This design comes from an exercise in tuning for small area on the open sky130 flow, not from production work. Only simulation tests tie the RTL to the original design; equivalence was not proved. Power and IR drop assume default switching activity.

== job 3688 ==
## rab
module rab (
    input  wire        clk,
    input  wire        rst,
    input  wire        sub_valid,
    input  wire        sub_ctx,
    input  wire [31:0] sub_cmd,
    input  wire [31:0] sub_arg0,
    input  wire [31:0] sub_arg1,
    output wire [1:0]  busy,
    output wire [1:0]  done,
    output wire [2:0]  status0,
    output wire [31:0] result0,
    output wire [2:0]  status1,
    output wire [31:0] result1,
    output reg         bus_req,
    output reg         bus_we,
    output reg  [31:0] bus_addr,
    output reg  [31:0] bus_wdata,
    input  wire        bus_ack,
    input  wire [31:0] bus_rdata,
    input  wire        bus_err,
    output reg         irq_valid,
    output reg  [7:0]  irq_num,
    output reg  [2:0]  irq_prio,
    output reg         ntf_valid,
    output reg  [31:0] ntf_token
);
==> flow/config.mk <==
export PLATFORM = sky130hd
export DESIGN_NAME = rab
export DESIGN_NICKNAME = rab
export VERILOG_FILES = /design/flow/design.v
export SDC_FILE = /design/flow/constraint.sdc
export NUM_CORES = 4
export LEC_CHECK = 0
export CAP_MARGIN = 20
export CORE_MARGIN = 2
export CORE_UTILIZATION = 30
export CTS_BUF_LIST = sky130_fd_sc_hd__clkbuf_8
export CTS_CLUSTER_DIAMETER = 40
export CTS_CLUSTER_SIZE = 18
export PLACE_DENSITY = 0.6
export SLEW_MARGIN = 20
==> flow/constraint.sdc <==
create_clock -name core_clock -period 12.0 [get_ports {clk}]
set_input_delay 2.4000 -clock core_clock [delete_from_list [all_inputs] [get_ports {clk}]]
set_output_delay 2.4000 -clock core_clock [all_outputs]
set_load 0.01 [all_outputs]
standard.sh (not shown) runs the stock make flow with config.mk's settings and CLKGATE_MAP_FILE= SYNTH_SCRIPT=/design/flow/synth_recipe.tcl, a recipe that flattens the netlist after the stock synthesis.
==> flow/flow/run.sh <==
#!/bin/bash
set -euo pipefail
bash standard.sh "BUFFER_PORTS_ARGS=-buffer_cell sky130_fd_sc_hd__buf_1" finish > flow_standard.log 2>&1
Job 3688 has completed all stages; timing, DRC and antenna checks passed.
Relative to job 3688, the following input files were edited for job 9934:
# job 3688
export LEC_CHECK = 0
export CAP_MARGIN = 20
export CORE_MARGIN = 2
export CORE_UTILIZATION = 30
export CTS_BUF_LIST = sky130_fd_sc_hd__clkbuf_8
export CTS_CLUSTER_DIAMETER = 40
export CTS_CLUSTER_SIZE = 18
export PLACE_DENSITY = 0.6
export SLEW_MARGIN = 20
create_clock -name core_clock -period 12.0 [get_ports {clk}]
# job 9934
export LEC_CHECK = 0
export ABC_AREA = 1
export CAP_MARGIN = 20
export CORE_MARGIN = 2
export CORE_UTILIZATION = 30
export CTS_BUF_LIST = sky130_fd_sc_hd__clkbuf_8
export CTS_CLUSTER_DIAMETER = 60
export CTS_CLUSTER_SIZE = 16
export PLACE_DENSITY = 0.6
export SLEW_MARGIN = 20
create_clock -name core_clock -period 12.0 [get_ports {clk}]
==> comparison <==
Job 9934: multiplexer share of the synthesized area is 5.1 points lower than what job 3688 reported. The higher hold slack came out of job 9934. [compare] base=job 3688 new=job 9934: cell internal power dissipation lower, compound-cell area share of the yosys netlist decreased 7.1 points, routed wire length went down by 12000 um.
Edits applied to the flow inputs when going from job 9934 to job 1908:
# job 9934
export LEC_CHECK = 0
export ABC_AREA = 1
export CAP_MARGIN = 20
export CORE_MARGIN = 2
export CORE_UTILIZATION = 30
export CTS_BUF_LIST = sky130_fd_sc_hd__clkbuf_8
export CTS_CLUSTER_DIAMETER = 60
export CTS_CLUSTER_SIZE = 16
export PLACE_DENSITY = 0.6
export SLEW_MARGIN = 20
create_clock -name core_clock -period 12.0 [get_ports {clk}]
# job 1908
export LEC_CHECK = 0
export CAP_MARGIN = 20
export CORE_MARGIN = 2
export CORE_UTILIZATION = 30
export CTS_BUF_LIST = sky130_fd_sc_hd__clkbuf_16
export CTS_CLUSTER_DIAMETER = 80
export CTS_CLUSTER_SIZE = 24
export PLACE_DENSITY = 0.6
export SLEW_MARGIN = 20
create_clock -name core_clock -period 12.0 [get_ports {clk}]
### Flow results
- Measured against job 9934, the post-placement cell count of job 1908 comes out at 0.836 times the reference value.
- Compare job 9934 and job 1908 | share of power burned in registers higher: job 1908
- The compound-cell area share of the yosys netlist in job 1908 sits 7.1 points above the value recorded for job 9934.
- Looking only at final worst-path cycle share, and setting everything else aside, the higher value of job 9934 and job 1908 goes to job 1908.
- Diff job 9934 -> job 1908: source-to-sink clock delay at the later pin of the worst-skew pair went down, global-route usage went up.
For job 1280, these inputs were changed with respect to job 1908:
# job 1908
export LEC_CHECK = 0
export CAP_MARGIN = 20
export CORE_MARGIN = 2
export CORE_UTILIZATION = 30
export CTS_BUF_LIST = sky130_fd_sc_hd__clkbuf_16
export CTS_CLUSTER_DIAMETER = 80
export CTS_CLUSTER_SIZE = 24
export PLACE_DENSITY = 0.6
export SLEW_MARGIN = 20
create_clock -name core_clock -period 12.0 [get_ports {clk}]
# job 1280
export LEC_CHECK = 0
export CAP_MARGIN = 20
export CORE_MARGIN = 2
export CORE_UTILIZATION = 40
export CTS_BUF_LIST = sky130_fd_sc_hd__clkbuf_8
export CTS_CLUSTER_DIAMETER = 60
export CTS_CLUSTER_SIZE = 16
export PLACE_DENSITY = 0.9
export SLEW_MARGIN = 20
create_clock -name core_clock -period 12.0 [get_ports {clk}]
## What came out
- Diff job 1908 -> job 1280: post-placement cell count now smaller; total power now smaller; maximum root-to-sink buffer count comparable.
> inputs changed (job 1280 -> job 4275)
# job 1280
export LEC_CHECK = 0
export CAP_MARGIN = 20
export CORE_MARGIN = 2
export CORE_UTILIZATION = 40
export CTS_BUF_LIST = sky130_fd_sc_hd__clkbuf_8
export CTS_CLUSTER_DIAMETER = 60
export CTS_CLUSTER_SIZE = 16
export PLACE_DENSITY = 0.9
export SLEW_MARGIN = 20
create_clock -name core_clock -period 12.0 [get_ports {clk}]
# job 4275
export LEC_CHECK = 0
export CAP_MARGIN = 20
export CORE_MARGIN = 2
export CORE_UTILIZATION = 30
export CTS_BUF_LIST = sky130_fd_sc_hd__clkbuf_8
export CTS_CLUSTER_DIAMETER = 60
export CTS_CLUSTER_SIZE = 16
export GPL_TIMING_DRIVEN = 0
export PLACE_DENSITY = 0.6
export SLEW_MARGIN = 20
create_clock -name core_clock -period 12.0 [get_ports {clk}]
==> flow/flow/run.sh <==
#!/bin/bash
set -euo pipefail
bash standard.sh "BUFFER_PORTS_ARGS=-buffer_cell sky130_fd_sc_hd__buf_1" "PRE_GLOBAL_PLACE_TCL=$PWD/flow/pre_gpl.tcl" finish > flow_standard.log 2>&1
==> flow/flow/pre_gpl.tcl (new file) <==
# Remove the synthesis buffers before placement (as timing-driven placement does).
remove_buffers
Findings:
In the metrics for job 1280 and job 4275, the one carrying the higher number of clock buffers in the layout is job 4275.
From job 1280 to job 4275 the numbers moved as follows: clock-pin slew of the registers on the worst-case setup and hold paths dropped 20 ps; critical path depth climbed 3; routed wire length climbed about 2.5%.

---

rab again, from the RTL that the note above started with.
export LEC_CHECK = 0
export CAP_MARGIN = 0
export CORE_MARGIN = 2
export CORE_UTILIZATION = 30
export CTS_BUF_LIST = sky130_fd_sc_hd__clkbuf_8
export CTS_CLUSTER_DIAMETER = 60
export CTS_CLUSTER_SIZE = 16
export PLACE_DENSITY = 0.6
export SLEW_MARGIN = 0
create_clock -name core_clock -period 12.0 [get_ports {clk}]
==> flow/flow/run.sh <==
#!/bin/bash
set -euo pipefail
bash standard.sh "BUFFER_PORTS_ARGS=-buffer_cell sky130_fd_sc_hd__buf_1" finish > flow_standard.log 2>&1
Change:
- CAP_MARGIN: 0 -> 20
- CORE_UTILIZATION: 30 -> 50
- PLACE_DENSITY: 0.6 -> 0.7
- SLEW_MARGIN: 0 -> 20
The new run produced a clean layout.
Clock skew falls by 26 ps.
Final cell count came out lower by 14%.
Synthesized cell count is unchanged.
Change:
- CORE_UTILIZATION: 50 -> 30
- CTS_BUF_LIST: sky130_fd_sc_hd__clkbuf_8 -> sky130_fd_sc_hd__clkbuf_4
- CTS_CLUSTER_DIAMETER: 60 -> 40
- CTS_CLUSTER_SIZE: 16 -> 8
- PLACE_DENSITY: 0.7 -> 0.6
Effect: The changed run ran to the end with no violations; non-clock buffer count went down by 2; fmax shrinks by 4.1%; register-to-register slack degrades by 20 ps; combinational power grows by 2.8%.
Change:
- CTS_BUF_LIST: sky130_fd_sc_hd__clkbuf_4 -> sky130_fd_sc_hd__clkbuf_8
- CTS_CLUSTER_DIAMETER: 40 -> 60
- CTS_CLUSTER_SIZE: 8 -> 16
Result:
- The changed run went through all stages and came out clean
- critical path depth is unchanged
- worst setup slack gains 300 ps
- routed wire length falls slightly
- worst hold slack hardly moves
- non-clock buffer count is unchanged
- maximum frequency rises by a few percent
- register-to-register slack gains 20 ps
Change:
- CTS_BUF_LIST: sky130_fd_sc_hd__clkbuf_8 -> sky130_fd_sc_hd__clkbuf_16
- CTS_CLUSTER_DIAMETER: 60 -> 100
- CTS_CLUSTER_SIZE: 16 -> 30
Outcome:
- first-iteration DRC count goes down slightly
- register-to-register slack gets worse by 120 ps
- combinational power stays flat
- worst setup slack gets better by 160 ps
- via count fell slightly
- routed wire length falls slightly
- hold slack is about the same
- clock-buffer cell count falls by 51
- sequential power is about the same
- maximum frequency rises slightly

---

rab, a different RTL version from the one above (not shown whole).
Size: ~1300 flip-flops, ~320 I/O pins, ~56000 µm² of cells after synthesis.
## rab
module rab (
    input  wire        clk,
    input  wire        rst,
    input  wire        sub_valid,
    input  wire        sub_ctx,
    input  wire [31:0] sub_cmd,
    input  wire [31:0] sub_arg0,
    input  wire [31:0] sub_arg1,
    output wire [1:0]  busy,
    output wire [1:0]  done,
    output wire [2:0]  status0,
    output wire [31:0] result0,
    output wire [2:0]  status1,
    output wire [31:0] result1,
    output reg         bus_req,
    output reg         bus_we,
    output reg  [31:0] bus_addr,
    output reg  [31:0] bus_wdata,
    input  wire        bus_ack,
    input  wire [31:0] bus_rdata,
    input  wire        bus_err,
    output reg         irq_valid,
    output reg  [7:0]  irq_num,
    output reg  [2:0]  irq_prio,
    output reg         ntf_valid,
    output reg  [31:0] ntf_token
);
clock: 12.0 ns
lec_check: 0
cap_margin: 20
core_margin: 2
core_utilization: 30
cts_buf_list: sky130_fd_sc_hd__clkbuf_8
cts_cluster_diameter: 60
cts_cluster_size: 16
place_density: 0.6
slew_margin: 20
run.sh (not shown) runs the stock make flow with config.mk's settings and CLKGATE_MAP_FILE= SYNTH_SCRIPT=/design/flow/synth_recipe.tcl, a recipe that flattens the netlist after the stock synthesis.
Stock flow here: none of the scripts above is used.
Rerun with:
==> flow/flow/run.sh (new file) <==
#!/bin/bash
set -euo pipefail
bash standard.sh "BUFFER_PORTS_ARGS=-buffer_cell sky130_fd_sc_hd__buf_1" RECOVER_POWER=100 finish > flow_standard.log 2>&1
==> flow/standard.sh (new file) <==
#!/bin/bash
# synth_recipe.tcl (not shown) runs the flow's synth.tcl, then flattens the netlist and writes it again
# the make line also repeats each setting of config.mk as NAME=value (left out here)
make -C /OpenROAD-flow-scripts/flow DESIGN_CONFIG=/design/flow/config.mk WORK_HOME=/design/flow/orfs CLKGATE_MAP_FILE= SYNTH_SCRIPT=/design/flow/synth_recipe.tcl "${@:-finish}"
Settings changed: CORE_UTILIZATION 30 to 50, PLACE_DENSITY 0.6 to 0.7.
removed: flow/run.sh
=> With this change the flow completed, yet does not pass: max-capacitance violations, max-slew violations. Total power shrinks by about 2.4%. Non-clock buffer count is unchanged. Count of clock-buffer cells in the layout went down by 2. Global-route usage came out higher by 12 points. Design area went down by about 6%. Hold slack degrades by 0.0032 ns. Core utilization rose by 20 points. Register-to-register slack is worse by 1.9 ns. Area after synthesis stays the same. Setup slack is better by 0.20 ns. Clock skew went down by 0.031 ns.
Rerun with:
Settings changed: CAP_MARGIN 20 to 0, CORE_UTILIZATION 50 to 30, PLACE_DENSITY 0.7 to 0.6, SLEW_MARGIN 20 to 0.
After rerunning:
- The changed run reached the layout checks and failed them: max-capacitance violations, max-slew violations
- hold slack improved by 0.0055 ns
- core utilization is lower by 21 points
- register-to-register slack improves by 0.03 ns
- design area goes up slightly
Rerun with:
==> flow/flow/run.sh (replaced) <==
#!/bin/bash
set -euo pipefail
bash standard.sh "BUFFER_PORTS_ARGS=-buffer_cell sky130_fd_sc_hd__buf_1" finish > flow_standard.log 2>&1
Settings changed: CAP_MARGIN 0 to 20, SLEW_MARGIN 0 to 20.
After rerunning: Now the flow ran to the end with no violations. Maximum frequency increases by 5.3%. First-iteration DRC count decreases by 3.1%. Combinational power increases by about 1%. Flip-flop and latch count is unchanged. Clock power is about the same. Cell area increases by about 0.8%. Worst setup slack improved by 0.58 ns.

==> static timing again, ports no longer ideal <==
No port has a modelled driver above. Below, the same layouts with a new extraction and two added sets of constraints.
Step 1, drivers: a clkbuf_16 drives clk and a buf_2 each remaining input, both assumed.
Step 2 moves the port delays by t, midway between the first and last clock arrival at a register: inputs arrive t later, outputs are due t later. That takes back most of the time a late clock gives input paths.
a / b / c = ideal ports / drivers / drivers and shift; a / b = the first two.
| run | t, ns | slack for setup (ns) | cell pins on the clock port's net |
|---|---|---|---|
| job 3688 | 0.978 | 0.735 / 0.663 / 1.641 | 1 |
| job 9934 | 0.986 | 1.784 / 1.701 / 2.687 | 1 |
| job 1908 | 0.770 | 0.982 / 0.902 / 1.672 | 1 |
| job 1280 | 0.932 | 0.780 / 0.712 / 1.645 | 1 |
| job 4275 | 0.940 | 0.378 / 0.307 / 1.247 | 1 |
| the first run of note 2 | 0.927 | 0.759 / 0.687 / 1.614 | 1 |
| the second run of note 2 | 0.883 | 0.919 / 0.844 / 1.727 | 1 |
| the third run of note 2 | 1.300 | 0.449 / 0.383 / 1.683 | 1 |
| the fourth run of note 2 | 0.925 | 0.750 / 0.678 / 1.604 | 1 |
| the fifth run of note 2 | 0.787 | 0.911 / 0.830 / 1.618 | 1 |
| the first run of note 3 | 0.944 | 0.761 / 0.675 / 1.619 | 1 |
| the second run of note 3 | 0.867 | 0.965 / 0.900 / 0.141 | 1 |
| the third run of note 3 | 0.929 | 0.447 / 0.508 / -0.422 | 1 |
| the fourth run of note 3 | 0.941 | 1.025 / 0.942 / 1.883 | 1 |
The setup slack of the third run of note 3, which loses most, moves by +0.061 ns with the drivers and by -0.869 ns with both steps.
